Context: an optimization exercise on an open-source flow, tuned for small area, a short achievable clock period and few clock cycles. The choices shown serve that exercise and are no tape-out recipe.
In this exercise RTL edits were held to simulation tests only and were not proved equivalent to the original.
No activity file was given, so power comes from the tool's default toggle rates.

==> design/flow/design.v <==
module sprite_renderer (
    input  wire        clk,
    input  wire        pal_we,
    input  wire        pal_slot,
    input  wire [3:0]  pal_idx,
    input  wire [15:0] pal_wdata,
    input  wire        slot,
    input  wire [3:0]  idx,
    output wire [23:0] rgb
);
    function [7:0] c8;
        input [4:0] c;
        begin
            case (c)
                5'd0:  c8 = 8'd0;    5'd1:  c8 = 8'd8;
                5'd2:  c8 = 8'd16;   5'd3:  c8 = 8'd24;
                5'd4:  c8 = 8'd32;   5'd5:  c8 = 8'd41;
                5'd6:  c8 = 8'd49;   5'd7:  c8 = 8'd57;
                5'd8:  c8 = 8'd65;   5'd9:  c8 = 8'd74;
                5'd10: c8 = 8'd82;   5'd11: c8 = 8'd90;
                5'd12: c8 = 8'd98;   5'd13: c8 = 8'd106;
                5'd14: c8 = 8'd115;  5'd15: c8 = 8'd123;
                5'd16: c8 = 8'd131;  5'd17: c8 = 8'd139;
                5'd18: c8 = 8'd148;  5'd19: c8 = 8'd156;
                5'd20: c8 = 8'd164;  5'd21: c8 = 8'd172;
                5'd22: c8 = 8'd180;  5'd23: c8 = 8'd189;
                5'd24: c8 = 8'd197;  5'd25: c8 = 8'd205;
                5'd26: c8 = 8'd213;  5'd27: c8 = 8'd222;
                5'd28: c8 = 8'd230;  5'd29: c8 = 8'd238;
                5'd30: c8 = 8'd246;  default: c8 = 8'd255;
            endcase
        end
    endfunction
    reg [14:0] pal [0:31];
    always @(posedge clk) begin
        if (pal_we)
            pal[{pal_slot, pal_idx}] <= pal_wdata[14:0];
    end
    wire [14:0] e = pal[{slot, idx}];
    assign rgb = {c8(e[14:10]), c8(e[9:5]), c8(e[4:0])};
endmodule
module sprite_compositor (
    input  wire        clk,
    input  wire        rst,
    input  wire [15:0] cfg_tile_mult,
    input  wire [16:0] cfg_tile_len,
    input  wire [1:0]  cfg_pal_cnt,
    input  wire [15:0] cfg_nent0,
    input  wire [15:0] cfg_nent1,
    input  wire        cfg_debug,
    input  wire [7:0]  cfg_obj_count,    
    input  wire        pal_we,
    input  wire        pal_slot,
    input  wire [3:0]  pal_idx,
    input  wire [15:0] pal_wdata,
    input  wire        start,
    output wire        ready,
    output wire        oam_re,
    output wire [6:0]  oam_addr,
    input  wire [47:0] oam_rdata,
    output wire        tile_req,
    output wire [13:0] tile_addr,
    input  wire        tile_gnt,
    input  wire [31:0] tile_rdata,
    output reg         cv_we,
    output reg  [17:0] cv_addr,
    output wire [31:0] cv_wdata,
    output reg         done,
    output reg         err_empty,
    output wire [9:0]  min_x,            
    output wire [8:0]  min_y,            
    output wire [9:0]  canvas_w,
    output wire [8:0]  canvas_h,
    output reg         ev_tile_oor,
    output reg         ev_pidx_oor,
    output reg         ev_pnum_oor
);
    localparam S_IDLE = 2'd0;
    localparam S_BB   = 2'd1;    
    localparam S_DIM  = 2'd2;    
    localparam S_RUN  = 2'd3;    
    localparam M_IDLE = 2'd0;
    localparam M_MUL  = 2'd1;
    localparam M_FIN  = 2'd2;
    localparam M_RDY  = 2'd3;
    function [3:0] cells_w;
        input [1:0] shape;
        input [1:0] size;
        begin
            case ({shape, size})
                4'b00_00: cells_w = 4'd1;  4'b00_01: cells_w = 4'd2;
                4'b00_10: cells_w = 4'd4;  4'b00_11: cells_w = 4'd8;
                4'b01_00: cells_w = 4'd2;  4'b01_01: cells_w = 4'd4;
                4'b01_10: cells_w = 4'd4;  4'b01_11: cells_w = 4'd8;
                4'b10_00: cells_w = 4'd1;  4'b10_01: cells_w = 4'd1;
                4'b10_10: cells_w = 4'd2;  4'b10_11: cells_w = 4'd4;
                default:  cells_w = 4'd1;
            endcase
        end
    endfunction
    function [3:0] cells_h;
        input [1:0] shape;
        input [1:0] size;
        begin
            case ({shape, size})
                4'b00_00: cells_h = 4'd1;  4'b00_01: cells_h = 4'd2;
                4'b00_10: cells_h = 4'd4;  4'b00_11: cells_h = 4'd8;
                4'b01_00: cells_h = 4'd1;  4'b01_01: cells_h = 4'd1;
                4'b01_10: cells_h = 4'd2;  4'b01_11: cells_h = 4'd4;
                4'b10_00: cells_h = 4'd2;  4'b10_01: cells_h = 4'd4;
                4'b10_10: cells_h = 4'd4;  4'b10_11: cells_h = 4'd8;
                default:  cells_h = 4'd1;
            endcase
        end
    endfunction
    reg [1:0]  st;
    reg        first;            
    reg        bv;               
    reg        rd_on;
    reg [6:0]  rd_i;
    reg        arr_v;            
    reg [6:0]  arr_i;
    reg        oa_v;             
    reg [6:0]  oa_i;
    reg  [9:0] oa_x, oa_xl, oa_y, oa_ye;
    reg        oa_last;
    reg        oa_rot, oa_b9, oa_hfl, oa_vfl;
    reg  [3:0] oa_tw, oa_th;
    reg  [9:0] oa_tidx;
    reg  [3:0] oa_pnum;
    assign oam_re   = rd_on;
    assign oam_addr = rd_i;
    wire [3:0]  tw = oa_tw;
    wire [3:0]  th = oa_th;
    wire signed [9:0] a_x  = oa_x;
    wire signed [9:0] a_y  = oa_y;
    wire signed [9:0] a_xe = oa_xl + 10'sd1;
    wire signed [9:0] a_ye = oa_ye;
    wire [3:0]  i_tw = cells_w(oam_rdata[15:14], oam_rdata[31:30]);
    wire [3:0]  i_th = cells_h(oam_rdata[15:14], oam_rdata[31:30]);
    wire [9:0]  i_x  = {oam_rdata[24], oam_rdata[24:16]} - ((st == S_RUN) ? bb_minx : 10'd0);
    wire [9:0]  i_y  = {(oam_rdata[7] & oam_rdata[6]) ? 2'b11 : 2'b00, oam_rdata[7:0]}
                       - ((st == S_RUN) ? bb_miny : 10'd0);
    wire        disabled = ~oa_rot & oa_b9;
    wire        a_hf = ~oa_rot & oa_hfl;
    wire        a_vf = ~oa_rot & oa_vfl;
    wire        pnum_ok = ({2'b00, oa_pnum} < {4'b0000, cfg_pal_cnt});
    wire        a_slot = pnum_ok & oa_pnum[0];
    reg signed [9:0] bb_minx, bb_maxx, bb_miny, bb_maxy;
    assign min_x    = bb_minx;
    assign min_y    = bb_miny[8:0];
    assign canvas_w = bb_maxx;
    assign canvas_h = bb_maxy[8:0];
    wire [9:0]  cw = bb_maxx;
    wire [8:0]  ch = bb_maxy[8:0];
    reg [8:0]  sc_r;
    reg [2:0]  sc_s;
    reg        sc_fin;
    wire [9:0]  ox   = oa_x;
    wire [8:0]  oy   = oa_y[8:0];
    wire [9:0]  oxe  = oa_xl;                                  
    wire [9:0]  dyw  = {1'b0, sc_r} - {1'b0, oy};
    wire        in_row   = ({1'b0, sc_r} >= oa_y) && ({1'b0, sc_r} < oa_ye);
    wire        in_strip = (ox[9:7] <= sc_s) && (oxe[9:7] >= sc_s);
    wire        hit      = ~disabled && in_row && in_strip;
    wire [9:0]  sx0  = {sc_s, 7'd0};
    wire [9:0]  dl   = sx0 - ox;                               
    wire [9:0]  dr   = sx0 + 10'd127 - ox;                     
    wire [2:0]  d_ulo = (ox[9:7] < sc_s) ? dl[5:3] : 3'd0;
    wire [2:0]  d_uhi = (oxe[9:7] > sc_s) ? dr[5:3] : tw[2:0] - 3'd1;
    wire [7:0]  d_c0  = ox[7:0] - sx0[7:0] + {2'd0, d_ulo, 3'd0} + 8'd8;
    wire [5:0]  d_dy  = dyw[5:0];
    wire [5:0]  d_sy  = a_vf ? {th[2:0], 3'd0} - 6'd1 - d_dy : d_dy;
    wire        is_last = oa_last;
    reg [1:0]  mu_st;
    reg        mu_nw, mu_eor;
    reg [9:0]  m_t;
    reg [3:0]  mcnt;
    reg [11:0] m_acc;
    reg        m_sat;
    reg [5:0]  m_sy;
    reg [3:0]  m_tw;
    reg        m_hf, m_slot;
    reg [2:0]  m_ulo, m_uhi;
    reg [7:0]  m_c0;
    reg [5:0]  j_n;
    reg [6:0]  j_lim;
    wire        mu_free = (mu_st == M_IDLE);
    wire        need_mu = hit || is_last;
    wire        consume = oa_v && (!need_mu || mu_free);
    wire        stall   = oa_v && !consume;
    wire [13:0] m_mul = {1'b0, m_acc, 1'b0} + {2'b00, m_t[9] ? cfg_tile_mult[11:0] : 12'd0};
    wire        m_msat = (m_mul[13:11] != 3'd0) || (m_t[9] && cfg_tile_mult[15:12] != 4'd0);
    wire [11:0] tile_cnt = cfg_tile_len[16:5];
    wire [12:0] m_room   = {1'b0, tile_cnt} - {1'b0, m_acc};
    wire [5:0]  m_n0     = (m_tw[3] ? {m_sy[5:3], 3'd0} :
                            m_tw[2] ? {1'b0, m_sy[5:3], 2'd0} :
                            m_tw[1] ? {2'd0, m_sy[5:3], 1'b0} : {3'd0, m_sy[5:3]});
    wire [2:0]  m_tx0    = m_hf ? m_tw[2:0] - 3'd1 - m_ulo : m_ulo;
    reg        f_on, f_mk, f_eor, f_dn, f_slot;
    reg [11:0] f_src;
    reg [5:0]  f_n;
    reg [6:0]  f_lim;
    reg [2:0]  f_py, f_cnt;
    reg [7:0]  f_c0;
    reg        fits;
    reg        infl_v, infl_fit, infl_mk, infl_hf, infl_slot;
    reg [7:0]  infl_c0;
    reg        e0_v, e0_mk, e0_sl;
    reg [31:0] e0_d;
    reg [7:0]  e0_m, e0_c0;
    reg        e1_v, e1_mk, e1_sl;
    reg [31:0] e1_d;
    reg [7:0]  e1_m, e1_c0;
    reg         room;            
    assign tile_req  = f_on && fits && room;
    assign tile_addr = {f_src[10:0], f_py};
    wire        adv  = f_on && room && (tile_gnt || !fits);
    wire [5:0]  f_n_nx = f_dn ? f_n - 6'd1 : f_n + 6'd1;
    wire        f_last = adv && (f_cnt == 3'd0);
    wire        take   = (mu_st == M_RDY) && ((!f_on && !f_mk) || (f_last && !f_eor));
    wire [31:0] rw;
    wire [7:0]  rmask, rbad;
    wire [15:0] nent = infl_slot ? cfg_nent1 : cfg_nent0;
    wire        nbig = (nent[15:4] != 12'd0);
    genvar g;
    generate
        for (g = 0; g < 8; g = g + 1) begin : g_pix
            assign rw[4*g +: 4] = infl_hf ? tile_rdata[4*(7-g) +: 4] : tile_rdata[4*g +: 4];
            wire [3:0] v = rw[4*g +: 4];
            wire draw = (v != 4'd0) || cfg_debug;
            wire ok   = nbig || (v < nent[3:0]);
            assign rmask[g] = infl_fit & draw & ok;
            assign rbad[g]  = draw & ~ok;
        end
    endgenerate
    reg [127:0] cov;             
    reg [17:0]  wrb;             
    reg [8:0]   wr;
    reg [2:0]   ws;
    reg         fin;
    reg         p_we, p_bg, p_sl;
    reg  [3:0]  p_v;
    reg  [6:0]  p_col;
    reg         radv_d, rstr_d;
    reg  [23:0] cv_rgb;
    reg         cv_hi;
    reg  [7:0]  e0_byp;
    wire [7:0]  e0_mu = e0_m & ~e0_byp;
    reg  [2:0]  wk;
    always @(*) begin
        casez (e0_mu)
            8'b???????1: wk = 3'd0;
            8'b??????10: wk = 3'd1;
            8'b?????100: wk = 3'd2;
            8'b????1000: wk = 3'd3;
            8'b???10000: wk = 3'd4;
            8'b??100000: wk = 3'd5;
            8'b?1000000: wk = 3'd6;
            default:     wk = 3'd7;
        endcase
    end
    wire [7:0]  e0_rest = e0_mu & (e0_mu - 8'd1);
    wire [6:0]  wcol    = e0_c0[6:0] + {4'd0, wk} + 7'd120;
    wire [3:0]  wv      = e0_d[{wk, 2'b00} +: 4];
    wire [15:0] bfull;
    genvar b;
    generate
        for (b = 0; b < 16; b = b + 1) begin : g_bf
            assign bfull[b] = &cov[8*b +: 8];
        end
    endgenerate
    reg  [3:0]  fb;
    always @(*) begin
        casez (bfull)
            16'b???????????????0: fb = 4'd0;
            16'b??????????????01: fb = 4'd1;
            16'b?????????????011: fb = 4'd2;
            16'b????????????0111: fb = 4'd3;
            16'b???????????01111: fb = 4'd4;
            16'b??????????011111: fb = 4'd5;
            16'b?????????0111111: fb = 4'd6;
            16'b????????01111111: fb = 4'd7;
            16'b???????011111111: fb = 4'd8;
            16'b??????0111111111: fb = 4'd9;
            16'b?????01111111111: fb = 4'd10;
            16'b????011111111111: fb = 4'd11;
            16'b???0111111111111: fb = 4'd12;
            16'b??01111111111111: fb = 4'd13;
            16'b?011111111111111: fb = 4'd14;
            default:              fb = 4'd15;
        endcase
    end
    reg  [2:0]  fkb [0:15];
    integer q;
    always @(*) begin
        for (q = 0; q < 16; q = q + 1) begin
            casez (cov[8*q +: 8])
                8'b???????0: fkb[q] = 3'd0;
                8'b??????01: fkb[q] = 3'd1;
                8'b?????011: fkb[q] = 3'd2;
                8'b????0111: fkb[q] = 3'd3;
                8'b???01111: fkb[q] = 3'd4;
                8'b??011111: fkb[q] = 3'd5;
                8'b?0111111: fkb[q] = 3'd6;
                default:     fkb[q] = 3'd7;
            endcase
        end
    end
    wire [2:0]  fk = fkb[fb];
    wire [6:0]  fcol  = {fb, fk};
    wire [10:0] rem   = {1'b0, cw} - {1'b0, ws, 7'd0};
    wire        rfull = (rem[10:7] != 4'd0);
    wire        fany  = (bfull != 16'hFFFF) && (rfull || fcol < rem[6:0]);
    wire        w_word = e0_v && !e0_mk;
    wire        w_fill = e0_v && e0_mk;
    wire        w_pix  = w_word && e0_mu != 8'd0;
    wire        set_v  = w_pix || (w_fill && fany);
    wire [6:0]  setc   = w_fill ? fcol : wcol;
    reg         fend;
    wire        pop    = (w_word && e0_rest == 8'd0) || (w_fill && fend);
    wire        radv   = w_fill && fend;                
    wire [7:0]  win_c0 = e1_v ? e1_c0 : infl_c0;
    wire [8:0]  win_e  = {1'b0, win_c0};                
    wire [143:0] cext  = {8'hFF, cov, 8'hFF};
    wire [7:0]  win_lo = cext[{win_e[7:3], 3'd0} +: 8];
    wire [7:0]  win_hi = cext[{win_e[7:3] + 5'd1, 3'd0} +: 8];
    wire [15:0] win_2  = {win_hi, win_lo} >> win_e[2:0];
    wire [8:0]  win_d  = {1'b0, e0_c0} - {1'b0, win_c0};
    wire [8:0]  win_o  = win_d + {6'd0, wk};
    wire [7:0]  win_bp = (w_pix && win_o[8:3] == 6'd0) ? (8'd1 << win_o[2:0]) : 8'd0;
    wire [7:0]  win_z  = (win_e[8:3] == 6'd0)  ? (8'hFF >> win_e[2:0]) :
                         (win_e[8:3] == 6'd16) ? ~(8'hFF >> win_e[2:0]) :
                         (win_e[8:3] == 6'd17) ? 8'hFF : 8'h00;
    wire [7:0]  wmask  = radv ? win_z : win;
    wire [7:0]  eff_in = (e1_v || (e0_mk && e0_v && !radv)) ? rmask : (rmask & ~wmask);
    wire        push   = infl_v && (infl_mk || eff_in != 8'd0);
    wire        push_raw = infl_v;      
    wire        push_any = infl_v && (infl_mk || rmask != 8'd0);
    reg         n_e0_v, n_e0_mk, n_e1_v;
    reg  [7:0]  n_e0_m;
    always @(*) begin
        n_e0_v  = e0_v;
        n_e0_mk = e0_mk;
        n_e0_m  = (w_word && !pop) ? e0_rest : e0_m;
        n_e1_v  = e1_v;
        if (pop || !e0_v) begin
            if (e1_v && e0_v) begin
                n_e0_v  = 1'b1;
                n_e0_mk = e1_mk;
                n_e0_m  = e1_m;
                n_e1_v  = push_any;
            end else begin
                n_e0_v  = push_any;
                n_e0_mk = infl_mk;
                n_e0_m  = rmask;
            end
        end else if (push_any) begin
            n_e1_v = 1'b1;
        end
    end
    wire        n_infl = adv || (f_mk && room);
    wire        n_pop  = n_e0_v && !n_e0_mk && ((n_e0_m & (n_e0_m - 8'd1)) == 8'd0);
    wire [1:0]  n_occ  = {1'b0, n_e0_v} + {1'b0, n_e1_v} + {1'b0, n_infl} - {1'b0, n_pop};
    wire [7:0]  win    = win_2[7:0];
    wire [15:0] fb_oh;
    wire [127:0] fz_oh;
    generate
        for (b = 0; b < 16; b = b + 1) begin : g_fz
            if (b == 0) begin : g0
                assign fb_oh[b] = ~bfull[b];
            end else begin : gn
                assign fb_oh[b] = ~bfull[b] & (&bfull[b-1:0]);
            end
            assign fz_oh[8*b +: 8] = {8{fb_oh[b]}} & ~cov[8*b +: 8] & (cov[8*b +: 8] + 8'd1);
        end
    endgenerate
    wire [127:0] cov_set = ({127'd0, w_pix} << wcol) | ({128{w_fill}} & fz_oh);
    wire [127:0] cov_nx  = radv ? 128'd0 : (cov | cov_set);
    wire [23:0] rgb;
    sprite_renderer u_pal (
        .clk(clk),
        .pal_we(pal_we), .pal_slot(pal_slot), .pal_idx(pal_idx), .pal_wdata(pal_wdata),
        .slot(p_sl), .idx(p_v), .rgb(rgb)
    );
    assign cv_wdata = {{8{cv_hi}}, cv_rgb};
    reg         rdy;
    assign ready = rdy;
    always @(posedge clk) begin
        if (arr_v && !stall) begin
            oa_y     <= i_y;
            oa_ye    <= i_y + {3'd0, i_th, 3'd0};
            oa_last  <= ({1'b0, arr_i} + 8'd1 == cfg_obj_count);
            oa_rot   <= oam_rdata[8];
            oa_b9    <= oam_rdata[9];
            oa_tw    <= i_tw;
            oa_th    <= i_th;
            oa_x     <= i_x;
            oa_xl    <= i_x + {3'd0, i_tw - 4'd1, 3'b111};
            oa_hfl   <= oam_rdata[28];
            oa_vfl   <= oam_rdata[29];
            oa_tidx  <= oam_rdata[41:32];
            oa_pnum  <= oam_rdata[47:44];
            oa_i     <= arr_i;
        end
    end
    always @(posedge clk) begin
        if (rst) begin
            st      <= S_IDLE;
            rdy     <= 1'b1;
            rd_on   <= 1'b0;
            arr_v   <= 1'b0;
            oa_v    <= 1'b0;
            bv      <= 1'b0;
            mu_st   <= M_IDLE;
            f_on    <= 1'b0;
            f_mk    <= 1'b0;
            infl_v  <= 1'b0;
            e0_v    <= 1'b0;
            e1_v    <= 1'b0;
            p_we    <= 1'b0;
            room    <= 1'b1;
            cv_we   <= 1'b0;
            fin     <= 1'b0;
            done    <= 1'b0;
        end else begin
            done <= 1'b0;
            arr_i <= rd_i;
            if (arr_v && stall && st == S_RUN) begin
                arr_v <= 1'b0;
                rd_i  <= arr_i;
                rd_on <= 1'b1;
            end else begin
                arr_v <= rd_on;
                if (rd_on) begin
                    rd_i <= rd_i + 7'd1;
                    if ({1'b0, rd_i} + 8'd1 == cfg_obj_count) rd_on <= 1'b0;
                end
            end
            if (arr_v && !stall) oa_v <= (st == S_RUN);
            else if (consume)    oa_v <= 1'b0;
            bv <= arr_v && (st == S_BB);
            case (st)
                S_IDLE: begin
                    if (start) begin
                        ev_tile_oor <= 1'b0;
                        ev_pidx_oor <= 1'b0;
                        ev_pnum_oor <= 1'b0;
                        rd_i        <= 7'd0;
                        first       <= 1'b1;
                        if (cfg_obj_count == 8'd0) begin
                            err_empty <= 1'b1;
                            done      <= 1'b1;
                        end else begin
                            err_empty <= 1'b0;
                            rd_on     <= 1'b1;
                            rdy       <= 1'b0;
                            st        <= S_BB;
                        end
                    end
                end
                S_BB: begin
                    if (bv) begin
                        first <= 1'b0;
                        if (first || a_x  < bb_minx) bb_minx <= a_x;
                        if (first || a_y  < bb_miny) bb_miny <= a_y;
                        if (first || a_xe > bb_maxx) bb_maxx <= a_xe;
                        if (first || a_ye > bb_maxy) bb_maxy <= a_ye;
                    end
                    if (!rd_on && !arr_v && !bv) st <= S_DIM;
                end
                S_DIM: begin
                    bb_maxx <= bb_maxx - bb_minx;
                    bb_maxy <= bb_maxy - bb_miny;
                    cov <= {128{1'b0}};
                    wrb    <= 18'd0;
                    wr     <= 9'd0;
                    ws     <= 3'd0;
                    sc_r   <= 9'd0;
                    sc_s   <= 3'd0;
                    sc_fin <= 1'b0;
                    rd_i   <= 7'd0;
                    rd_on  <= 1'b1;
                    st     <= S_RUN;
                end
                S_RUN: begin
                    if (fin) begin
                        fin  <= 1'b0;
                        done <= 1'b1;
                        rdy  <= 1'b1;
                        st   <= S_IDLE;
                    end
                end
                default: st <= S_IDLE;
            endcase
            if (st == S_RUN && consume) begin
                if (hit && !pnum_ok) ev_pnum_oor <= 1'b1;
                if (need_mu) begin
                    mu_nw   <= !hit;
                    mu_eor  <= is_last;
                    m_t     <= oa_tidx;
                    m_acc   <= 12'd0;
                    m_sat   <= 1'b0;
                    mcnt    <= 4'd0;
                    m_sy    <= d_sy;
                    m_tw    <= tw;
                    m_hf    <= a_hf;
                    m_slot  <= a_slot;
                    m_ulo   <= d_ulo;
                    m_uhi   <= d_uhi;
                    m_c0    <= d_c0;
                    mu_st   <= hit ? M_MUL : M_RDY;
                end
                if (is_last) begin
                    rd_i <= 7'd0;
                    if (sc_r == ch - 9'd1) begin
                        sc_r <= 9'd0;
                        sc_s <= sc_s + 3'd1;
                        if ({1'b0, sc_s + 3'd1, 7'd0} >= {1'b0, cw}) begin
                            sc_fin <= 1'b1;
                            rd_on  <= 1'b0;
                        end else begin
                            rd_on  <= 1'b1;
                        end
                    end else begin
                        sc_r  <= sc_r + 9'd1;
                        rd_on <= 1'b1;
                    end
                end
            end
            case (mu_st)
                M_MUL: begin
                    m_acc <= m_mul[11:0];
                    if (m_msat) m_sat <= 1'b1;
                    m_t   <= {m_t[8:0], 1'b0};
                    mcnt  <= mcnt + 4'd1;
                    if (mcnt == 4'd9) mu_st <= M_FIN;
                    j_n   <= m_n0 + {3'd0, m_tx0};
                end
                M_FIN: begin
                    if (m_sat || m_room[12])      j_lim <= 7'd0;
                    else if (m_room[11:6] != 0)   j_lim <= 7'd64;
                    else                          j_lim <= {1'b0, m_room[5:0]};
                    m_acc <= m_acc + {6'd0, j_n};
                    mu_st <= M_RDY;
                end
                M_RDY: begin
                    if (take) begin
                        if (mu_nw) begin
                            f_mk <= 1'b1;
                        end else begin
                            f_on  <= 1'b1;
                            f_eor <= mu_eor;
                            f_src <= m_acc;
                            f_n   <= j_n;
                            f_lim <= j_lim;
                            fits  <= ({1'b0, j_n} < j_lim);
                            f_py  <= m_sy[2:0];
                            f_cnt <= m_uhi - m_ulo;
                            f_dn  <= m_hf;
                            f_c0  <= m_c0;
                            f_slot <= m_slot;
                        end
                        mu_st <= M_IDLE;
                    end
                end
                default: ;
            endcase
            room     <= (n_occ <= 2'd1);
            infl_v   <= adv || (f_mk && room);
            infl_mk  <= !f_on;
            infl_fit <= fits;
            infl_c0  <= f_c0;
            infl_slot <= f_slot;
            infl_hf  <= f_dn;
            if (f_on && !fits) ev_tile_oor <= 1'b1;
            if (adv) begin
                if (f_cnt == 3'd0) begin
                    if (!take || mu_nw) f_on <= 1'b0;
                    if (f_eor) f_mk <= 1'b1;
                end else begin
                    f_cnt <= f_cnt - 3'd1;
                    f_n   <= f_n_nx;
                    f_src <= f_dn ? f_src - 12'd1 : f_src + 12'd1;
                    f_c0  <= f_c0 + 8'd8;
                    fits  <= ({1'b0, f_n_nx} < f_lim);
                end
            end
            if (f_mk && room) f_mk <= 1'b0;
            if (infl_v && infl_fit && !infl_mk && (rbad != 8'd0)) ev_pidx_oor <= 1'b1;
            p_we   <= set_v;
            p_bg   <= w_fill;
            p_sl   <= e0_sl;
            p_v    <= wv;
            p_col  <= setc;
            radv_d <= radv;
            rstr_d <= (wr == ch - 9'd1);
            if (radv_d) wrb <= rstr_d ? {5'd0, ws, 7'd0} : wrb + {8'd0, cw};
            if (st == S_RUN) cov <= cov_nx;
            fend <= w_fill && !fany && !fend;
            if (w_word && !pop) begin
                e0_m <= e0_rest;
            end
            if (radv) begin
                if (wr == ch - 9'd1) begin
                    wr  <= 9'd0;
                    ws  <= ws + 3'd1;
                    if ({1'b0, ws + 3'd1, 7'd0} >= {1'b0, cw}) fin <= 1'b1;
                end else begin
                    wr  <= wr + 9'd1;
                end
            end
            e0_byp <= (pop || !e0_v) ? win_bp : 8'd0;
            if (pop || !e0_v) begin
                if (e1_v && e0_v) begin
                    e0_v <= 1'b1; e0_mk <= e1_mk; e0_d <= e1_d; e0_c0 <= e1_c0; e0_sl <= e1_sl;
                    e0_m <= e1_m & ~wmask;
                    e1_v <= push;
                    if (push_raw) begin
                        e1_mk <= infl_mk; e1_d <= rw; e1_c0 <= infl_c0; e1_sl <= infl_slot;
                    end
                    e1_m <= eff_in;
                end else begin
                    e0_v <= push;
                    if (push_raw) begin
                        e0_mk <= infl_mk; e0_d <= rw; e0_c0 <= infl_c0; e0_sl <= infl_slot;
                    end
                    e0_m <= eff_in;
                end
            end else if (push_raw) begin
                e1_v <= push;
                e1_mk <= infl_mk; e1_d <= rw; e1_m <= eff_in; e1_c0 <= infl_c0; e1_sl <= infl_slot;
            end
            cv_we   <= p_we;
            cv_addr <= wrb + {11'd0, p_col};
            cv_hi   <= p_bg ? cfg_debug : 1'b1;
            cv_rgb  <= p_bg ? {24{cfg_debug}} : rgb;
        end
    end
endmodule
==> design/flow/run.sh <==
#!/bin/bash
# synth_recipe.tcl (not shown) runs the flow's synth.tcl, then flattens the netlist and writes it again
# the make line also repeats each setting of config.mk as NAME=value (left out here)
make -C /OpenROAD-flow-scripts/flow DESIGN_CONFIG=/design/flow/config.mk WORK_HOME=/design/flow/orfs CLKGATE_MAP_FILE= SYNTH_SCRIPT=/design/flow/synth_recipe.tcl finish
==> design/flow/constraint.sdc <==
create_clock -name core_clock -period 8.0 [get_ports {clk}]
set_input_delay 1.6000 -clock core_clock [delete_from_list [all_inputs] [get_ports {clk}]]
set_output_delay 1.6000 -clock core_clock [all_outputs]
set_load 0.01 [all_outputs]
==> design/flow/config.mk <==
export PLATFORM = sky130hd
export DESIGN_NAME = sprite_compositor
export DESIGN_NICKNAME = sprite_compositor
export VERILOG_FILES = /design/flow/design.v
export SDC_FILE = /design/flow/constraint.sdc
export NUM_CORES = 4
export LEC_CHECK = 0
export ABC_AREA = 1
export ABC_CLOCK_PERIOD_IN_PS = 3500
export CAP_MARGIN = 20
export CORE_MARGIN = 2
export CORE_UTILIZATION = 45
export PLACE_DENSITY = 0.6
export SETUP_SLACK_MARGIN = 4.5
export SLEW_MARGIN = 20
==> results of run 1 <==
## per-stage QoR
stage | total power [mW] | utilization (%) | hold WS (ns)
floorplan | 9.40 | - | 0.388
global placement | 10.7 | 48.7 | 0.404
detailed placement | 10.7 | 48.7 | 0.406
CTS | 16.6 | 54.9 | 0.415
global route | 17.6 | 57.3 | 0.432
finish | 16.9 | 57.3 | 0.416
## critical path: stages
cell and delay [ns]:
sky130_fd_sc_hd__clkdlybuf4s50_1 0.42, sky130_fd_sc_hd__nor4_2 0.26, sky130_fd_sc_hd__nand4_1 0.15, sky130_fd_sc_hd__buf_6 0.18, sky130_fd_sc_hd__nand2_8 0.08, sky130_fd_sc_hd__buf_4 0.13, sky130_fd_sc_hd__nand2_1 0.08, sky130_fd_sc_hd__nand3_2 0.10
sky130_fd_sc_hd__nand2_1 0.08, sky130_fd_sc_hd__nor3_2 0.10, sky130_fd_sc_hd__nand4_1 0.14, sky130_fd_sc_hd__nand2_1 0.13, sky130_fd_sc_hd__nand2_2 0.07, sky130_fd_sc_hd__nand2_1 0.07, sky130_fd_sc_hd__nor2_1 0.04, sky130_fd_sc_hd__nand4_1 0.06
sky130_fd_sc_hd__nor2_1 0.06, sky130_fd_sc_hd__ha_1 0.28, sky130_fd_sc_hd__inv_2 0.04, sky130_fd_sc_hd__ha_4 0.26, sky130_fd_sc_hd__a21oi_2 0.05, sky130_fd_sc_hd__xor2_1 0.15, sky130_fd_sc_hd__inv_1 0.05, sky130_fd_sc_hd__nand2_1 0.04
## cell type report
type	instances	area, um2	share of cell area (%)
Multi-Input combinational cell	4493	29300	37.3
Inverter	778	3090	3.94
Clock buffer	140	3030	3.86
Timing Repair inverter	5	67.6	0.0860
Clock inverter	79	898	1.14
Sequential cell	1085	32400	41.2
Tap cell	1794	2240	2.86
Timing Repair Buffer	743	7550	9.61
## final timing paths
path | cells past startpoint | endpoint | from
min | 2 | cv_we | p_we
max | 24 | room | cfg_nent0[11]
min reg2reg | 2 | cv_we | p_we
max reg2reg | 30 | room | infl_hf
## metal layers
layer  vias up  track usage, %  wire, um
met5         -               0        61
met4         2            11.5      9560
met3       485            4.93     18800
met2      2351            43.5     93900
met1     25500            38.2     87700
li1      24400               -         -
## power by group
group | internal, mW | switching, mW | total, mW
Combinational | 1.58 | 2.75 | 4.33
Clock | 3.20 | 2.40 | 5.60
Sequential | 6.71 | 0.297 | 7.01
## kinds of logic (layout without fill, tap and decap cells)
logic type	count (synthesis)	in the layout	synth area share, %
XOR/XNOR	173	173	2.46
AND/OR/NAND/NOR	2512	2516	17.3
multiplexers	5	5	0.0809
adder cells (fa/ha/maj)	364	364	7.64
buffers and inverters	1059	1745	6.75
flip-flops	1085	1085	52.3
AO/OA/AOI/OAI	1435	1435	13.5
## registers in the layout, summed over array words and instances, names as in the netlist, 12 cells and up, named ones only
signal     cells
cov          128
cv_addr       18
cv_rgb        24
e0_d          32
e1_d          32
m_acc         12
u_pal.pal    480
wrb           18
## Yosys cell counts (13+ instances only)
master / instances / area [um2]
sky130_fd_sc_hd__xor2_1: 128 / 1120
sky130_fd_sc_hd__nor3_1: 120 / 601
sky130_fd_sc_hd__dfxtp_1: 24 / 480
sky130_fd_sc_hd__nor4_1: 23 / 144
sky130_fd_sc_hd__edfxtp_1: 1061 / 31900
sky130_fd_sc_hd__buf_2: 38 / 190
sky130_fd_sc_hd__o31ai_1: 16 / 120
sky130_fd_sc_hd__nand2_1: 1003 / 3760
sky130_fd_sc_hd__nand3_1: 395 / 1980
sky130_fd_sc_hd__a21oi_1: 347 / 1740
sky130_fd_sc_hd__ha_1: 341 / 4270
sky130_fd_sc_hd__buf_4: 31 / 233
sky130_fd_sc_hd__fa_1: 23 / 460
sky130_fd_sc_hd__o22ai_1: 38 / 238
sky130_fd_sc_hd__or2_2: 40 / 250
sky130_fd_sc_hd__a31oi_1: 91 / 569
sky130_fd_sc_hd__clkbuf_1: 194 / 728
sky130_fd_sc_hd__o21ai_0: 644 / 3220
sky130_fd_sc_hd__o221ai_1: 104 / 911
sky130_fd_sc_hd__o21a_1: 20 / 150
sky130_fd_sc_hd__nand4_1: 71 / 444
sky130_fd_sc_hd__inv_1: 764 / 2870
sky130_fd_sc_hd__buf_1: 13 / 48.8
sky130_fd_sc_hd__nor2_1: 794 / 2980
sky130_fd_sc_hd__o21bai_1: 21 / 158
sky130_fd_sc_hd__nand3b_1: 20 / 150
sky130_fd_sc_hd__xnor2_1: 44 / 385
sky130_fd_sc_hd__o211ai_1: 77 / 578
## repair_timing
item	in CTS	in global routing
setup buffers	204	133
cloned	17	22
pin swaps	209	205
endpoints found under the hold margin	0	0
resized for setup	744	433
setup endpoints to repair	432	350
==> summary.md, run 1 <==
Total number of placement rows: 136. The leading cell type in the layout, fill and taps excluded was sky130_fd_sc_hd__edfxtp_1. For this design the static power due to leakage is 30.6 nW. In the synthesized netlist the dominant register cell turns out to be sky130_fd_sc_hd__edfxtp_1. The initial antenna violation count was 0; the worst-skew pair later-pin latency was 0.77 ns. The class of the worst hold path is reg -> reg. Setup slack closes at 3.97 ns. For the filler-free cell count of the finished design, the log shows 9,117. The ratio of total power to cell area was 216 mW/mm2; the worst endpoint data arrival time was 4.63 ns. The routed design could run at a clock period as short as 4.03 ns. The first-pass GRT wire length was 298,000 um; the global router's overall resource usage was 27.8%.

The largest net degree at the start of global routing came out at 241. The run gives 11,700 as the fill cell instance count of the final layout. For the final routed database, the setup TNS stands at 0 ns.

No sink is reached through more buffers than the 3 on the longest clock path. The number of antenna diodes in the final layout is 0. The number of design rule violations left after detail routing was 0.

The clock skew was 0.0596 ns; the number of top-level pins was 300. The tools report the worst endpoint required time as 8.61 ns. The estimated wirelength of the detail-placed design was 132,000 um. The worst path uses 50.3% of the clock period. Across all layers, the routed design uses 52,700 vias. In this run the tightest slew margin relative to its limit is 15.7%. Summing the sequential cell areas from Yosys gives 52.3% of the chip area. The run finished with no timing, DRC or antenna violations. At the pin with the least slew margin, the transition time is 1.26 ns. The number of warnings printed during yosys synthesis was 3; the number of max-cap violations was 0.

STA classifies the critical path endpoint as a flip-flop. Setup repair after global routing could not meet its margin everywhere. The run gives 0.137 mm2 as the area of the core. Synthesized netlist cell count: 6,633. The x dimension of the die works out to 375 um. Setup violations remaining at the end of the flow were counted as 0.

The number of hold buffers added after CTS was 0. The net count of the finished layout is 7,769. The finished cells cover 0.0785 mm2. The tools report the library cell used as clock root buffer as sky130_fd_sc_hd__clkbuf_16.

The logs give 0.0667 mm2 for the total cell area at the placement stage and 69 for the distinct cell type count of the synthesized netlist. The area growth from synthesis to layout was 27.0%; the sum of routed wire length over all layers was 210,000 um. Input and output buffers added on the ports amount to 284.

The logs give 2.47 ns for the worst slack at placement and 0 for the remaining antenna violation count. The number of enable-type register cells in the synthesized netlist was 1,061; the iteration-0 DRC count of the detailed router was 5,266. The hold violation count in the final report was 0. The average instance in the mapped netlist occupies 9.32 um2.

The clock drives 1,085 sinks. After synthesis, the share of flip-flops with an asynchronous set or reset is 0%. The share of final-layout standard cells stronger than drive strength 1 is 19.0%, and the routed wire length per instance is 23.0 um.

The clock tree synthesis step divided the H-tree into 3 levels. The CTS buffer count was 117; the via count of the first global-routing pass was 49,400. The floorplan step set the die height to 375 um. In the layout the commonest cells are sky130_fd_sc_hd__edfxtp_1 (1,061), sky130_fd_sc_hd__nand2_1 (864), sky130_fd_sc_hd__nor2_1 (700), sky130_fd_sc_hd__inv_1 (696), sky130_fd_sc_hd__o21ai_0 (571). The number of nets handed over by synthesis was 7,179. For this configuration, the core starts out at a cell density of 45.1%. Derived from the worst setup path, the maximum achievable clock frequency is 248 MHz.

IR analysis of the VDD net gives a maximum drop of 0.190 mV. Using the TritonRoute via totals, the vias-per-cell ratio works out to 5.78. The mapped netlist covers 0.0618 mm2.

The final weighted congestion in routability-driven placement was 0.986. Overflow left after global routing: 0. The worst setup path is of the in -> reg kind.

The die covers 0.140 mm2. The max-slew violation count is 0. After synthesis the netlist holds a flip-flop and latch count of 1,085. The first detailed-routing pass took 8 iterations. TritonCTS built the clock tree. The slack of the worst reg-to-reg path was 4.05 ns; the number of instances in the placed design was 8,522. The top fanout value on the critical path came out at 3. The kind of start point of the critical path was a primary input. Clock transition time at the flip-flop clock pins of the worst setup and hold paths: 0.06 ns.
Testbench counts, summed over its fixed seeds: cycles 208,024.
==> run 2: changes to the inputs <==
--- a/design/flow/config.mk
+++ b/design/flow/config.mk
@@ -8,8 +8,8 @@
 export ABC_AREA = 1
-export ABC_CLOCK_PERIOD_IN_PS = 3500
+export ABC_CLOCK_PERIOD_IN_PS = 3800
 export CAP_MARGIN = 20
 export CORE_MARGIN = 2
-export CORE_UTILIZATION = 45
-export PLACE_DENSITY = 0.6
-export SETUP_SLACK_MARGIN = 4.5
+export CORE_UTILIZATION = 60
+export PLACE_DENSITY = 0.7
+export SETUP_SLACK_MARGIN = 4.2
 export SLEW_MARGIN = 20
==> run 2 against run 1 <==
Still clean on timing, DRC and antenna. Utilization rose by 15 points. Cell area decreased by 6.1%. Clock power shrank 3%. Area after synthesis stayed put. Sequential share of layout area rose by 2.7 points. Cell count shrank 6.5%. Via count decreased by 0.83%. Register-to-register slack worse by 0.03 ns. Synthesized cell count unchanged. Largest power group unchanged.
==> summary.md, run 2 <==
After detailed routing, the average wire length per cell comes to 22.4 um. Top fanout value on the critical path: 6. Setup repair after global routing could not meet its margin everywhere. At the worst endpoint, the arrival time is 4.69 ns.

The root buffer cell chosen for the clock tree is sky130_fd_sc_hd__clkbuf_16. When the netlist entered floorplanning its net count stood at 7,179. Worst-skew pair later-pin latency: 0.73 ns. A synthesized cell averages 9.32 um2.

The tools report the deepest clock path buffer count as 3. The run gives 0 as the hold violation count in the final report. The largest registers in the layout are u_pal.pal (480), cov (128).

The worst hold path begins at m_sy[1]. The count of final setup violators was 0; the synthesized netlist cell count was 6,633. The critical path goes through clkdlybuf4s50_1, nor4_2, nand4_1, nand2_4, buf_12, nand2_2, nand3_2, nand2_2, nor3_2, nand4_1, nand2_1, nand2_2, nand2_1, nor2_1, nand4_1, nor2_2, ha_1, inv_2, ha_4, a21oi_2, xor2_1, inv_1, nand2_1.

Leading area contributor after synthesis: sky130_fd_sc_hd__edfxtp_1. The share of final-layout standard cells stronger than drive strength 1 is 13.2%. The final critical path takes up 51.2% of the cycle. STA classifies the critical path startpoint as a primary input.

The maximum single-stage delay on the critical path was 0.42 ns. Sorting the synthesized cells by area gives the leading types as sky130_fd_sc_hd__edfxtp_1 (52%), sky130_fd_sc_hd__ha_1 (6.9%), sky130_fd_sc_hd__nand2_1 (6.1%), sky130_fd_sc_hd__o21ai_0 (5.2%), sky130_fd_sc_hd__nor2_1 (4.8%). The global router's overall resource usage is 34.5%.

The setup total negative slack was 0 ns; the overall die height was 325 um. Destination of the worst register-to-register timing path: ev_pidx_oor. Counting the buffers created by CTS gives 112. The logs give 29.1 nW for the leakage dissipation and 52.3% for the part of the Yosys area used for sequential elements. Counting both buffers and inverters, the worst setup path holds a total of 4. In the final design database the tool counted 7,605 nets.

The count of vias placed by the detailed router is 52,300, and the maximum resistive drop on vdd is 0.242 mV. In this run, the number of DRC markers left after iteration 0 of detailed routing was 6,150. The number of detailed-routing iterations run before antenna repair came out at 7. The starting density of the core came out at 60.6%. The number of cells on the critical path is 23, and the total number of placement rows is 117.

The flow ran to the end and the layout has no timing, DRC or antenna violations. The final critical-path required period is 4.10 ns, and the sum of routed wire length over all layers is 191,000 um. The synthesized design contains 1,085 register bits. Counting tap cells, the placed design contains a total of 8,090 instances.

On the critical path, the stage with the largest delay is an instance of sky130_fd_sc_hd__clkdlybuf4s50_1. The maximum operating frequency was 244 MHz. Number of clock sinks: 1,085. Synthesis instantiated 69 different standard cells from the library. In the synthesized netlist the dominant register cell turns out to be sky130_fd_sc_hd__edfxtp_1. Worst setup path category: in -> reg. The initial antenna violation count came out at 5. After legalization and detailed placement, the total HPWL measured 128,000 um. The tools report the startpoint of the most critical register-to-register path as infl_hf.

Power spread over the standard cell area amounts to 222 mW/mm2. Counting instances, the worst hold path has a depth of 0. 300 I/O pins were placed. The first global-routing pass estimated 283,000 um of wire.

The clock transition time at the flip-flop clock pins of the worst setup and hold paths was 0.06 ns; the largest net degree at the start of global routing was 137. The via count of the first global-routing pass is 48,700. The H-tree was split into 3 levels. The cell area that synthesis handed to floorplanning was 0.0618 mm2.

The area enclosed by the die boundary is 0.106 mm2. The worst pin sits at a relative slew slack of 20.2%. The detailed-route vias per instance is 6.13. The top cell type's share of synthesized area came out at 51.5%.

The category of the worst setup path capture point was a flip-flop. The max-slew violation count was 0; the number of max-cap violations was 0. The register with the most flip-flops in the layout has 480 of them.

TritonCTS built the clock tree. The x dimension of the die was 325 um. Once layout is done, the placed cells without fillers occupy 0.0738 mm2. Once detail routing completed, the nets flagged for antenna violations numbered 0.

The core region is 0.102 mm2. The leading cell type in the layout, fill and taps excluded was sky130_fd_sc_hd__edfxtp_1. Endpoint of the worst hold-timing path: f_py[1]. For the final database, setup skew stands at 0.0663 ns. The transition at the pin with the smallest max-transition slack came out at 1.19 ns.

After synthesis, the most frequently instantiated cells are sky130_fd_sc_hd__edfxtp_1 (1,061), sky130_fd_sc_hd__nand2_1 (1,003), sky130_fd_sc_hd__nor2_1 (794). During placement, the flow inserted port buffers numbering 284. The area growth from synthesis to layout is 19.3%. The filler-free cell count of the finished design was 8,525. The class of the worst hold path was reg -> reg. Once placement finished, the instance area stood at 0.0660 mm2. Counting flops per register, the top entry is u_pal.pal.

Final weighted congestion in routability-driven placement: 1.02. In the layout the commonest cells are sky130_fd_sc_hd__edfxtp_1 (1,061), sky130_fd_sc_hd__nand2_1 (954), sky130_fd_sc_hd__nor2_1 (747), sky130_fd_sc_hd__inv_1 (713), sky130_fd_sc_hd__o21ai_0 (599). Among cell families on the critical path, the largest total delay comes from simple AND/OR/NAND/NOR gates.

The count of cells along the worst register-to-register path was 26. At the worst endpoint, the required time is 8.59 ns. The number of design rule violations left after detail routing was 0. sky130_fd_sc_hd__edfxtp_1 is the most common cell in the netlist.

The run gives 0 as the overflow left after global routing. The slack of the worst reg-to-reg path was 4.02 ns. The number of warnings printed during yosys synthesis is 3, and the number of enable-type register cells in the synthesized netlist is 1,061. Counting flops with an async set or reset pin after synthesis yields a share of 0%.
-- run 2: cell counts after synthesis --
Identical to the previous run, type by type.
-- run 2: worst max path at each step --
stage,to,start,slack [ns]
CTS,e0_byp[4],e0_m[3],4.00
finish,room,cfg_nent0[7],3.90
global placement,room,cfg_nent1[3],2.56
detailed placement,room,cfg_nent1[2],2.53
global route,room,cfg_nent0[7],3.72
floorplan,cov[0],rst,3.59
-- run 2: cells by family after synthesis --
group / after synthesis / share of synthesized area (%)
AND/OR/NAND/NOR: 2512 / 17.3
AO/OA/AOI/OAI: 1435 / 13.5
flip-flops: 1085 / 52.3
buffers and inverters: 1059 / 6.75
adder cells (fa/ha/maj): 364 / 7.64
XOR/XNOR: 173 / 2.46
multiplexers: 5 / 0.0809
-- run 2: per-stage QoR --
stage	worst slack, ns	utilization, %	total power, mW	hold WS [ns]
detailed placement	2.53	64.6	10.6	0.409
global route	3.72	72.3	17.1	0.434
finish	3.90	72.3	16.4	0.421
floorplan	3.59	-	9.39	0.388
global placement	2.56	64.6	10.5	0.405
CTS	4.00	70.4	16.2	0.421
-- run 2: cell type report --
class	count	area, um2
antenna	1	2.50
clock buffer	129	2890
clock inverter	82	965
fill	7491	28300
inverter	778	2980
multi-input combinational	4490	27200
sequential	1085	32400
tap	1368	1710
timing repair buffer	590	5610
timing repair inverter	2	15.0
-- run 2: power by group --
| group | switching [mW] | internal [mW] |
|---|---|---|
| Combinational | 2.51 | 1.43 |
| Clock | 2.34 | 3.10 |
| Sequential | 0.315 | 6.71 |
| Total | 5.17 | 11.2 |
-- run 2: repair_timing --
item                       in CTS  in global routing
setup endpoints to repair     343                331
pin swaps                      89                137
gates resized for setup       312                286
cloned                          4                  2
setup buffers                 124                 91
hold buffers                    0                  0
-- run 2: per-layer routing --
metal	global-route usage (%)	routed length, um	vias to the layer above
met3	5.85	17700	523
met5	0	41	-
li1	-	-	24000
met4	15.5	9810	6
met2	53.0	86100	2709
met1	48.2	77200	25000
==> run 3: changes to the inputs <==
--- a/design/flow/design.v
+++ b/design/flow/design.v
@@ -223,4 +223,6 @@
     wire [7:0]  rmask, rbad;
-    wire [15:0] nent = infl_slot ? cfg_nent1 : cfg_nent0;
-    wire        nbig = (nent[15:4] != 12'd0);
+    reg         nb0, nb1;
+    reg  [3:0]  n40, n41;
+    wire        nbig = infl_slot ? nb1 : nb0;
+    wire [3:0]  n4   = infl_slot ? n41 : n40;
     genvar g;
@@ -231,3 +233,3 @@
             wire draw = (v != 4'd0) || cfg_debug;
-            wire ok   = nbig || (v < nent[3:0]);
+            wire ok   = nbig || (v < n4);
             assign rmask[g] = infl_fit & draw & ok;
@@ -293,2 +295,3 @@
     end
+    wire [15:0] fb_oh;            
     reg  [2:0]  fkb [0:15];
@@ -313,3 +316,6 @@
     wire        rfull = (rem[10:7] != 4'd0);
-    wire        fany  = (bfull != 16'hFFFF) && (rfull || fcol < rem[6:0]);
+    wire [3:0]  remb  = rem[6:3];
+    wire [15:0] ltb   = ~(16'hFFFF << remb);             
+    wire        f_eqb = fb_oh[remb] && (fkb[remb] < rem[2:0]);
+    wire        fany  = (bfull != 16'hFFFF) && (rfull || (fb_oh & ltb) != 16'd0 || f_eqb);
     wire        w_word = e0_v && !e0_mk;
@@ -329,4 +335,7 @@
     wire [8:0]  win_d  = {1'b0, e0_c0} - {1'b0, win_c0};
-    wire [8:0]  win_o  = win_d + {6'd0, wk};
-    wire [7:0]  win_bp = (w_pix && win_o[8:3] == 6'd0) ? (8'd1 << win_o[2:0]) : 8'd0;
+    wire [8:0]  win_s  = 9'd8 - win_d;                     
+    wire        win_nr = (win_s[8:4] == 5'd0) && (win_s[3:0] != 4'd0);
+    wire [7:0]  e0_lb  = e0_mu & (~e0_mu + 8'd1);         
+    wire [15:0] win_sh = {e0_lb, 8'd0} >> win_s[3:0];
+    wire [7:0]  win_bp = (w_pix && win_nr) ? win_sh[7:0] : 8'd0;
     wire [7:0]  win_z  = (win_e[8:3] == 6'd0)  ? (8'hFF >> win_e[2:0]) :
@@ -365,3 +374,2 @@
     wire [7:0]  win    = win_2[7:0];
-    wire [15:0] fb_oh;
     wire [127:0] fz_oh;
@@ -472,2 +480,6 @@
                 S_DIM: begin
+                    nb0 <= (cfg_nent0[15:4] != 12'd0);
+                    nb1 <= (cfg_nent1[15:4] != 12'd0);
+                    n40 <= cfg_nent0[3:0];
+                    n41 <= cfg_nent1[3:0];
                     bb_maxx <= bb_maxx - bb_minx;
--- a/design/flow/config.mk
+++ b/design/flow/config.mk
@@ -8,8 +8,8 @@
 export ABC_AREA = 1
-export ABC_CLOCK_PERIOD_IN_PS = 3800
+export ABC_CLOCK_PERIOD_IN_PS = 3500
 export CAP_MARGIN = 20
 export CORE_MARGIN = 2
-export CORE_UTILIZATION = 60
-export PLACE_DENSITY = 0.7
-export SETUP_SLACK_MARGIN = 4.2
+export CORE_UTILIZATION = 50
+export PLACE_DENSITY = 0.65
+export SETUP_SLACK_MARGIN = 4.5
 export SLEW_MARGIN = 20
==> run 3 against run 2 <==
Cell area rose by 9.0%. Global-route usage fell by 1.5 points. Largest cell class unchanged. Synthesized cell count increased by 6.0%.
==> summary.md, run 3 <==
The flow ran to the end and the layout has no timing, DRC or antenna violations. The run gives 13 as the initial antenna violation count. The cell at the slowest stage of the critical path is sky130_fd_sc_hd__a311oi_1. The final core utilization is 63.3%, and the maximum single-stage delay on the critical path is 0.32 ns.

Leading area contributor after synthesis: sky130_fd_sc_hd__edfxtp_1. Hold timing on the final database bottoms out at a slack of 0.418 ns. For the pin with the worst max-slew slack, the measured transition is 1.14 ns.

In this run the standard cell core region covers 0.127 mm2. Static timing analysis puts the maximum clock frequency at 259 MHz. Setup repair after global routing could not meet its margin everywhere.

After layout, the worst setup slack is 4.14 ns. The synthesized netlist cell count came out at 7,034. Flip-flop cell with the highest count after synthesis: sky130_fd_sc_hd__edfxtp_1.

Count of vias placed by the detailed router: 56,600. Headroom to the max-slew limit came out at 22.9%. The area occupied by registers is 0.0327 mm2, and the number of flip-flops in the largest register is 480. The top fanout value on the critical path is 2, and the worst-skew pair later-pin latency is 0.80 ns.

The filler cells instantiated in the layout total 10,300. The global router's overall resource usage was 33.0%; the number of design rule violations left after detail routing was 0. The floorplan step defined a die boundary enclosing 0.130 mm2. In this run the remaining antenna-violating nets after routing total 0. The tree is rooted in a sky130_fd_sc_hd__clkbuf_16.

The via count of the first global-routing pass is 52,600. By count the netlist is led by sky130_fd_sc_hd__nand2_1 (1,169), sky130_fd_sc_hd__edfxtp_1 (1,071), sky130_fd_sc_hd__inv_1 (852). The post-cts hold buffer count was 0; the number of storage elements in the synthesis netlist was 1,095. The hold violation count in the final report was 0; the maximum resistive drop on vdd was 0.224 mV. The logs give 6,769 for the iteration-0 DRC count of the detailed router and 1,095 for the number of clock sinks.

Entering global routing, the biggest net connects 129 pins. The count of H-tree levels built during CTS is 3, and the overall die height is 361 um. Counting flops with a built-in enable in the synthesized netlist gives 1,071. In this run the core area contains 131 standard-cell rows.

In the final layout, the share of cells above drive strength 1 is 18.2%. The ratio of total power to cell area works out to 220 mW/mm2. 300 I/O pins were placed. The congestion estimate from routability-driven global placement came to 1.01. Before antenna repair, the detailed router went through 9 iterations.

Across the run, the number of max-cap violations was 0. The run gives 0 as the max-slew violation count. The clock transition time at the flip-flop clock pins of the worst setup and hold paths works out to 0.06 ns. Relative to the synthesized area, the layout overhead comes to 26.1%.

The routed wire length per instance is 24.1 um, and the final critical-path required period is 3.86 ns. The number of warnings printed during yosys synthesis is 3. The multi-input logic area was 0.0301 mm2; the share of async-settable or async-resettable flops after synthesis was 0%. In this run the tool buffered the top-level ports with 284 buffer cells.

The category of the worst setup path capture point is a flip-flop. The kind of start point of the critical path was a primary input. By instance count, the cell type seen most on the critical path is sky130_fd_sc_hd__buf_4. Global routing finished with a remaining overflow of 0. For the distinct cell type count of the synthesized netlist, the log shows 68.

For the starting density of the core, the log shows 50.2%. No sink is reached through more buffers than the 3 on the longest clock path. Counting the buffers created by CTS gives 119. The most common cell in the synthesized netlist is sky130_fd_sc_hd__nand2_1. For this run, the register share of the synthesized area comes to 51.2%. The count of final setup violators was 0; the x dimension of the die was 361 um. Class of the worst hold path: reg -> reg.

Synthesis produced a netlist with a net count of 7,575. The ratio of final minimum period to clock period works out to 48.3%. For the worst setup path, the data arrival time is 4.38 ns.

The run gives 149,000 um as the estimated wirelength of the detail-placed design. The analysis attributes to cell leakage a power of 32.3 nW. The library cell used most frequently in the layout, excluding fill and tap cells, is sky130_fd_sc_hd__edfxtp_1.

Across the routed clock network, the largest skew measured is 0.0907 ns. After synthesis, the cell types taking the most area are sky130_fd_sc_hd__edfxtp_1 (50%), sky130_fd_sc_hd__nand2_1 (6.9%), sky130_fd_sc_hd__ha_1 (6.6%), sky130_fd_sc_hd__inv_1 (5.0%), sky130_fd_sc_hd__o21ai_0 (4.9%). The synthesized area per cell came out at 9.07 um2. The first global-routing pass estimated 326,000 um of wire. Detailed-route vias per instance: 5.98. The synthesized netlist occupies a cell area of 0.0638 mm2. In the final design database the tool counted 8,227 nets. The library cells used most frequently in the layout, excluding fill and tap cells, are sky130_fd_sc_hd__edfxtp_1 (1,071), sky130_fd_sc_hd__nand2_1 (1,065), sky130_fd_sc_hd__inv_1 (777), sky130_fd_sc_hd__nor2_1 (714), sky130_fd_sc_hd__o21ai_0 (549). The run gives 228,000 um as the sum of routed wire length over all layers. The critical path in this run is classified as in -> reg. Of the post-synthesis cell area, the dominant cell type holds 50.4%. The largest registers in the layout are u_pal.pal (480), cov (128). Traced cell by cell, the critical path runs through buf_2, inv_2, nand2_1, o21ai_2, inv_1, ha_1, o21a_1, o211ai_1, nand2_1, buf_4, buf_4, buf_4, buf_4, buf_4, buf_4, nand3_1, nand2_1, a311oi_1, a21oi_1, nor2_1, nor2_1.

Counting flops per register, the top entry is u_pal.pal. OpenSTA, run right after detailed placement, puts the worst setup slack at 2.19 ns. TritonCTS built the clock tree.

STA puts the critical path data required time at 8.52 ns. After routing, the total negative slack on setup checks comes to 0 ns.
==> run 3: power breakdown <==
group	internal, mW	switching, mW
clock network	3.30	2.44
logic	1.73	3.15
registers	6.78	0.299
==> run 3: area by class of cell <==
cell class	instances	area share [%]
well taps	1662	2.59
flip-flops and latches	1095	40.6
clock buffers	149	3.89
clock inverters	76	1.12
inverters	874	4.28
repair buffers	818	10.0
diodes	4	0.0124
multi-input cells	4774	37.4
repair inverters	4	0.0373
==> run 3: metal layers <==
metal	wire length (um)	GRT usage, %	vias up
met2	102000	51.4	2872
met4	11900	14.4	12
met1	91600	44.9	27200
met5	80	0	-
met3	22500	6.35	622
li1	-	-	25900
==> run 3: per-stage QoR <==
| stage | instances | area [um2] | power (mW) |
|---|---|---|---|
| after floorplan | 7034 | 64200 | 9.70 |
| after global placement | 8789 | 68700 | 11.2 |
| after detailed placement | 8790 | 68700 | 11.3 |
| after CTS | 9315 | 77000 | 17.4 |
| after global routing | 9453 | 80400 | 18.4 |
| final | 9456 | 80400 | 17.7 |
==> run 3: kinds of logic after synthesis <==
logic type	Yosys count	share of synthesized area, %
multiplexers	9	0.141
buffers and inverters	1168	7.11
flip-flops	1095	51.2
adder cells (fa/ha/maj)	360	7.31
AND/OR/NAND/NOR	2871	19.3
XOR/XNOR	173	2.38
AO/OA/AOI/OAI	1358	12.5
==> run 3: worst max-delay path, delay by kind of cell <==
family	cells	cell delay [ns]
fa+ha+maj	1	0.27
simple gates	6	0.61
buf+inv	9	1.00
compound gates	5	0.90
==> run 3: path summary, 6_finish.rpt <==
path | startpoint | endpoint | slack, ns | depth (start not counted)
setup / recovery | tile_rdata[13] | ev_pidx_oor | 4.14 | 21
hold / removal | m_sy[2] | f_py[2] | 0.42 | 0
setup reg to reg | infl_hf | ev_pidx_oor | 4.23 | 21
hold reg to reg | m_sy[2] | f_py[2] | 0.42 | 0
==> run 3: repair_timing <==
item / 4_1_cts / 5_1_grt
pin swaps: 149 / 221
setup endpoints to repair: 587 / 510
setup buffers: 290 / 121
gates resized for setup: 555 / 560
cloned: 10 / 15
Testbench counts of run 3, summed over its fixed seeds: cycles 208,024.
==> run 4: changes to the inputs <==
--- a/design/flow/design.v
+++ b/design/flow/design.v
@@ -207,2 +207,3 @@
     reg        infl_v, infl_fit, infl_mk, infl_hf, infl_slot;
+    reg        bad_q;
     reg [7:0]  infl_c0;
@@ -215,3 +216,4 @@
     reg         room;            
-    assign tile_req  = f_on && fits && room;
+    reg         treq;            
+    assign tile_req  = treq;
     assign tile_addr = {f_src[10:0], f_py};
@@ -347,3 +349,3 @@
     wire        push_raw = infl_v;      
-    wire        push_any = infl_v && (infl_mk || rmask != 8'd0);
+    wire        push_any = infl_v;
     reg         n_e0_v, n_e0_mk, n_e1_v;
@@ -364,3 +366,3 @@
                 n_e0_mk = infl_mk;
-                n_e0_m  = rmask;
+                n_e0_m  = 8'hFF;
             end
@@ -372,2 +374,5 @@
     wire        n_pop  = n_e0_v && !n_e0_mk && ((n_e0_m & (n_e0_m - 8'd1)) == 8'd0);
+    wire        f_on_nx = (take && !mu_nw) ? 1'b1 : (adv && f_cnt == 3'd0) ? 1'b0 : f_on;
+    wire        fits_nx = (take && !mu_nw) ? ({1'b0, j_n} < j_lim) :
+                          (adv && f_cnt != 3'd0) ? ({1'b0, f_n_nx} < f_lim) : fits;
     wire [1:0]  n_occ  = {1'b0, n_e0_v} + {1'b0, n_e1_v} + {1'b0, n_infl} - {1'b0, n_pop};
@@ -426,2 +431,3 @@
             infl_v  <= 1'b0;
+            bad_q   <= 1'b0;
             e0_v    <= 1'b0;
@@ -430,2 +436,3 @@
             room    <= 1'b1;
+            treq    <= 1'b0;
             cv_we   <= 1'b0;
@@ -581,2 +588,3 @@
             room     <= (n_occ <= 2'd1);
+            treq     <= f_on_nx && fits_nx && (n_occ <= 2'd1);
             infl_v   <= adv || (f_mk && room);
@@ -601,3 +609,4 @@
             if (f_mk && room) f_mk <= 1'b0;
-            if (infl_v && infl_fit && !infl_mk && (rbad != 8'd0)) ev_pidx_oor <= 1'b1;
+            bad_q <= infl_v && infl_fit && !infl_mk && (rbad != 8'd0);
+            if (bad_q) ev_pidx_oor <= 1'b1;
             p_we   <= set_v;
--- a/design/flow/config.mk
+++ b/design/flow/config.mk
@@ -8,8 +8,8 @@
 export ABC_AREA = 1
-export ABC_CLOCK_PERIOD_IN_PS = 3500
+export ABC_CLOCK_PERIOD_IN_PS = 3800
 export CAP_MARGIN = 20
 export CORE_MARGIN = 2
-export CORE_UTILIZATION = 50
-export PLACE_DENSITY = 0.65
-export SETUP_SLACK_MARGIN = 4.5
+export CORE_UTILIZATION = 60
+export PLACE_DENSITY = 0.7
+export SETUP_SLACK_MARGIN = 4.2
 export SLEW_MARGIN = 20
==> run 4 against run 3 <==
Global-route usage is 4.0 points higher. Area after synthesis is 0.30% lower. Cell count is 7.4% lower. Still clean. Setup slack worse by 0.12 ns.
==> summary.md, run 4 <==
The tools report the number of max-cap violations as 0. The flip-flop cell with the highest count after synthesis is sky130_fd_sc_hd__edfxtp_1. Wires add up to 210,000 um. Cells with a size suffix above 1 make up 10.1% of the layout.

For this run, the number of Yosys warnings is 3. After detailed routing, the number of remaining DRC violations is 0. The first detailed-routing pass ran for 7 iterations. The total number of placement rows came out at 119.

The worst pin sits at a relative slew slack of 13.8%. The die is 330 um tall. After synthesis, flip-flops and latches occupy 51.4% of the total area.

Counting flops with an async set or reset pin after synthesis yields a share of 0%. On the final layout, the worst clock skew is 0.0704 ns. The multi-input logic area is 0.0280 mm2. After legalization and detailed placement, the total HPWL measured 140,000 um.

IR analysis of the VDD net gives a maximum drop of 0.230 mV. For the via count of the first global-routing pass, the log shows 50,500. STA puts the critical path data arrival time at 4.57 ns.

The tools report the number of nets in the layout as 7,801. Counting flops per register, the top entry is u_pal.pal. In this run, distinct cell masters in the synthesized netlist total 66.

Summing the areas of all compound-gate instances in the mapped netlist gives 12.8% of the synthesized area. The overflow left after global routing was 0; the initial antenna violation count was 9. Hold timing on the final database bottoms out at a slack of 0.379 ns. STA classifies the critical path endpoint as a flip-flop. The count of vias placed by the detailed router is 54,900, and the synthesized area per cell is 9.17 um2.

The longest clock path from root to sink contains 3 buffers. The finished layout holds 8,752 standard cells, fillers aside. Yosys attributes the largest share of cell area to sky130_fd_sc_hd__edfxtp_1 (51%), sky130_fd_sc_hd__ha_1 (6.7%), sky130_fd_sc_hd__nand2_1 (6.5%), sky130_fd_sc_hd__o21ai_0 (5.0%), sky130_fd_sc_hd__inv_1 (4.8%).

Summing all non-filler instances in the final layout gives an area of 0.0747 mm2. TritonCTS built the clock tree. The filler cells instantiated in the layout total 7,857. Static timing analysis puts the maximum clock frequency at 251 MHz. The largest registers in the layout are u_pal.pal (480), cov (128).

The library cells used most frequently in the layout, excluding fill and tap cells, are sky130_fd_sc_hd__edfxtp_1 (1,071), sky130_fd_sc_hd__nand2_1 (1,066), sky130_fd_sc_hd__inv_1 (786), sky130_fd_sc_hd__nor2_1 (711), sky130_fd_sc_hd__o21ai_0 (605). The run gives 0.0327 mm2 as the area occupied by registers. Iteration-0 DRC count of the detailed router: 7,154. The dominant cell by count in the synthesized netlist is sky130_fd_sc_hd__nand2_1.

The slowest stage of the critical path is the sky130_fd_sc_hd__edfxtp_1 cell. Max-slew violation count: 0. The core region is 0.105 mm2.

The count of buffers added on input and output ports is 284. Maximum single-stage delay on the critical path: 0.42 ns. Final critical-path required period: 3.98 ns. The number of instances in the placed design was 8,416.

The clock reaches the later pin of the worst-skew pair after 0.76 ns. The slack of the worst reg-to-reg path is 4.02 ns. After clock tree synthesis, the clock-pin slew on the worst setup and hold paths is 0.07 ns.

STA puts the critical path data required time at 8.59 ns. The x dimension of the die is 330 um. In this run the count of I/O pins placed on the die edge is 300. The library cell used most frequently in the layout, excluding fill and tap cells, is sky130_fd_sc_hd__edfxtp_1.

Routability-driven placement finished with a final weighted congestion of 1.04. Setup violations remaining at the end of the flow were counted as 0. For the largest net degree at the start of global routing, the log shows 121. The logs give 60.5% for the starting density of the core and 0.0681 mm2 for the total cell area at the placement stage. The setup total negative slack was 0 ns; the first-pass GRT wire length was 303,000 um. Buffers inserted during clock tree synthesis total 116. The area growth from synthesis to layout is 17.6%. The critical path is of the reg -> reg type.

The run gives 0 as the remaining antenna violation count. Counting every net in the synthesized netlist gives 7,474. After synthesis, the largest family of logic cells by area is simple AND/OR/NAND/NOR gates. The kind of start point of the critical path is a flip-flop.

Of all nets on the critical path, the largest fanout is 6. Setup repair after global routing could not meet its margin everywhere. The root buffer cell chosen for the clock tree is sky130_fd_sc_hd__clkbuf_16. The flow ran to the end and the layout has no timing, DRC or antenna violations. CTS built an H-tree with a depth of 3. The transition at the pin with the smallest max-transition slack is 1.28 ns. The leading area contributor after synthesis was sky130_fd_sc_hd__edfxtp_1. Clock tree synthesis found a total of 1,097 sinks.

Using the TritonRoute via totals, the vias-per-cell ratio works out to 6.28. The routed wire length per instance was 24.0 um. The cell area after technology mapping was 0.0636 mm2; the synthesized-area fraction occupied by and/or/nand/nor cells was 19.1%.

After synthesis, the most frequently instantiated cells are sky130_fd_sc_hd__nand2_1 (1,106), sky130_fd_sc_hd__edfxtp_1 (1,071), sky130_fd_sc_hd__inv_1 (808). After synthesis, the share of cell area in mux cells is 0.0945%. The number of enable-type register cells in the synthesized netlist came out at 1,071. The synthesized design contains 1,097 register bits. Leakage dissipation: 30.0 nW. The area enclosed by the die boundary is 0.109 mm2, and the hold violation count in the final report is 0. The class of the worst hold path is reg -> reg. After Yosys synthesis, full adders, half adders and majority gates account for 7.31% of the synthesized area. The register with the most flip-flops in the layout has 480 of them. The ratio of total power to cell area came out at 229 mW/mm2. The synthesized netlist devotes 2.44% of its cell area to XOR and XNOR gates.

The synthesized design devotes to its leading area cell type 50.6% of total area. After layout, the worst path uses 49.7% of the clock period. Synthesis produced a netlist whose cell count is 6,933. The tools report the global router's overall resource usage as 37.0%.
-- run 4: logic make-up (layout without fill, tap and decap cells) --
kind of cell,after synthesis,after routing
muxes,6,6
DFF,1097,1097
buffers and inverters,1131,1556
AOI/OAI and AO/OA,1377,1377
adders and majority gates,359,359
and+or+nand+nor,2786,2788
xor gates and xnor gates,177,177
other,0,1
-- run 4: timing repair --
item                                    4_1_cts  5_1_grt
gates resized for setup                     162      219
pin swaps                                    32       63
setup buffers                                37       61
hold buffers                                  0        0
gates cloned                                  6       12
endpoints found under the setup margin      422      418
-- run 4: report_power, final --
part / switching [mW] / total (mW) / leakage (nW) / internal [mW]
logic: 2.93 / 4.43 / 18.1 / 1.50
clock network: 2.39 / 5.55 / 1.90 / 3.17
registers: 0.333 / 7.14 / 10.1 / 6.80
-- run 4: per-stage QoR --
stage                     total power, mW  utilization (%)  worst slack (ns)
after CTS                            16.8             69.5              4.13
after detailed placement             11.2             64.8              2.68
after floorplan                      9.73                -              3.61
after global placement               11.1             64.7              2.84
final                                17.1             71.1              4.02
after global routing                 17.7             71.1              3.87
-- run 4: routing by layer --
layer / GRT usage (%) / vias up / routed length, um
met3: 8.53 / 675 / 23700
met5: 0 / - / 148
met1: 49.6 / 26000 / 80600
met2: 57.6 / 3237 / 94400
li1: - / 25000 / -
met4: 17.0 / 8 / 11400
-- run 4: area by class of cell --
type / instances / share of cell area [%]
flip-flops and latches: 1097 / 43.7
multi-input cells: 4707 / 37.4
repair buffers: 505 / 6.95
inverters: 832 / 4.32
clock buffers: 133 / 3.98
well taps: 1391 / 2.33
clock inverters: 85 / 1.24
repair inverters: 1 / 0.0100
diodes: 1 / 0.00335
-- run 4: final timing paths --
path,startpoint,to,depth (start not counted)
worst max register to register,e0_byp[2],room,26
worst max-delay path,e0_byp[2],room,26
worst min-delay path,m_sy[1],f_py[1],0
worst min register to register,m_sy[1],f_py[1],0
-- run 4: worst max-delay path, delay by kind of cell, from the launching register on --
family	cells	cell delay (ns)
AOI/OAI and AO/OA	3	0.37
xor gates and xnor gates	1	0.13
adders and majority gates	2	0.45
buffers and inverters	4	0.49
DFF	1	0.42
and+or+nand+nor	16	1.92
Testbench counts of run 4, summed over its fixed seeds: cycles 208,024.

==> afterwards: timing with drivers on the ports <==
In the flow no input, the clock included, has a driving cell. The finished layouts below were timed again as built, in two steps.
Step 1 (the two cells are an assumption about what drives the block):
set clk [get_ports {clk}]
set_driving_cell -lib_cell sky130_fd_sc_hd__clkbuf_16 $clk
set_driving_cell -lib_cell sky130_fd_sc_hd__buf_2 [delete_from_list [all_inputs] $clk]
Step 2 moves the port delays by t, midway between the first and last clock arrival at a register: inputs arrive t later, outputs are due t later. That takes back most of the time a late clock gives input paths.
Slacks: ideal ports / drivers / drivers and shift; pairs: ideal ports / drivers.
run	shift t [ns]	setup slack, ns	worst setup path after step 2	worst slew at a driven data input, ns	cell pins on the clock port's net
run 1	0.823	3.973 / 4.033 / 3.210	input to register	0.07	1
run 2	0.783	3.902 / 3.951 / 3.168	input to register	0.12	1
run 3	0.835	4.138 / 4.164 / 3.329	input to register	0.08	1
run 4	0.805	4.021 / 4.021 / 3.486	input to register	0.12	1
After both steps setup and hold are still met in every run listed. For run 3, which loses most, drivers alone change the setup slack by +0.026 ns; drivers and shift together by -0.809 ns.
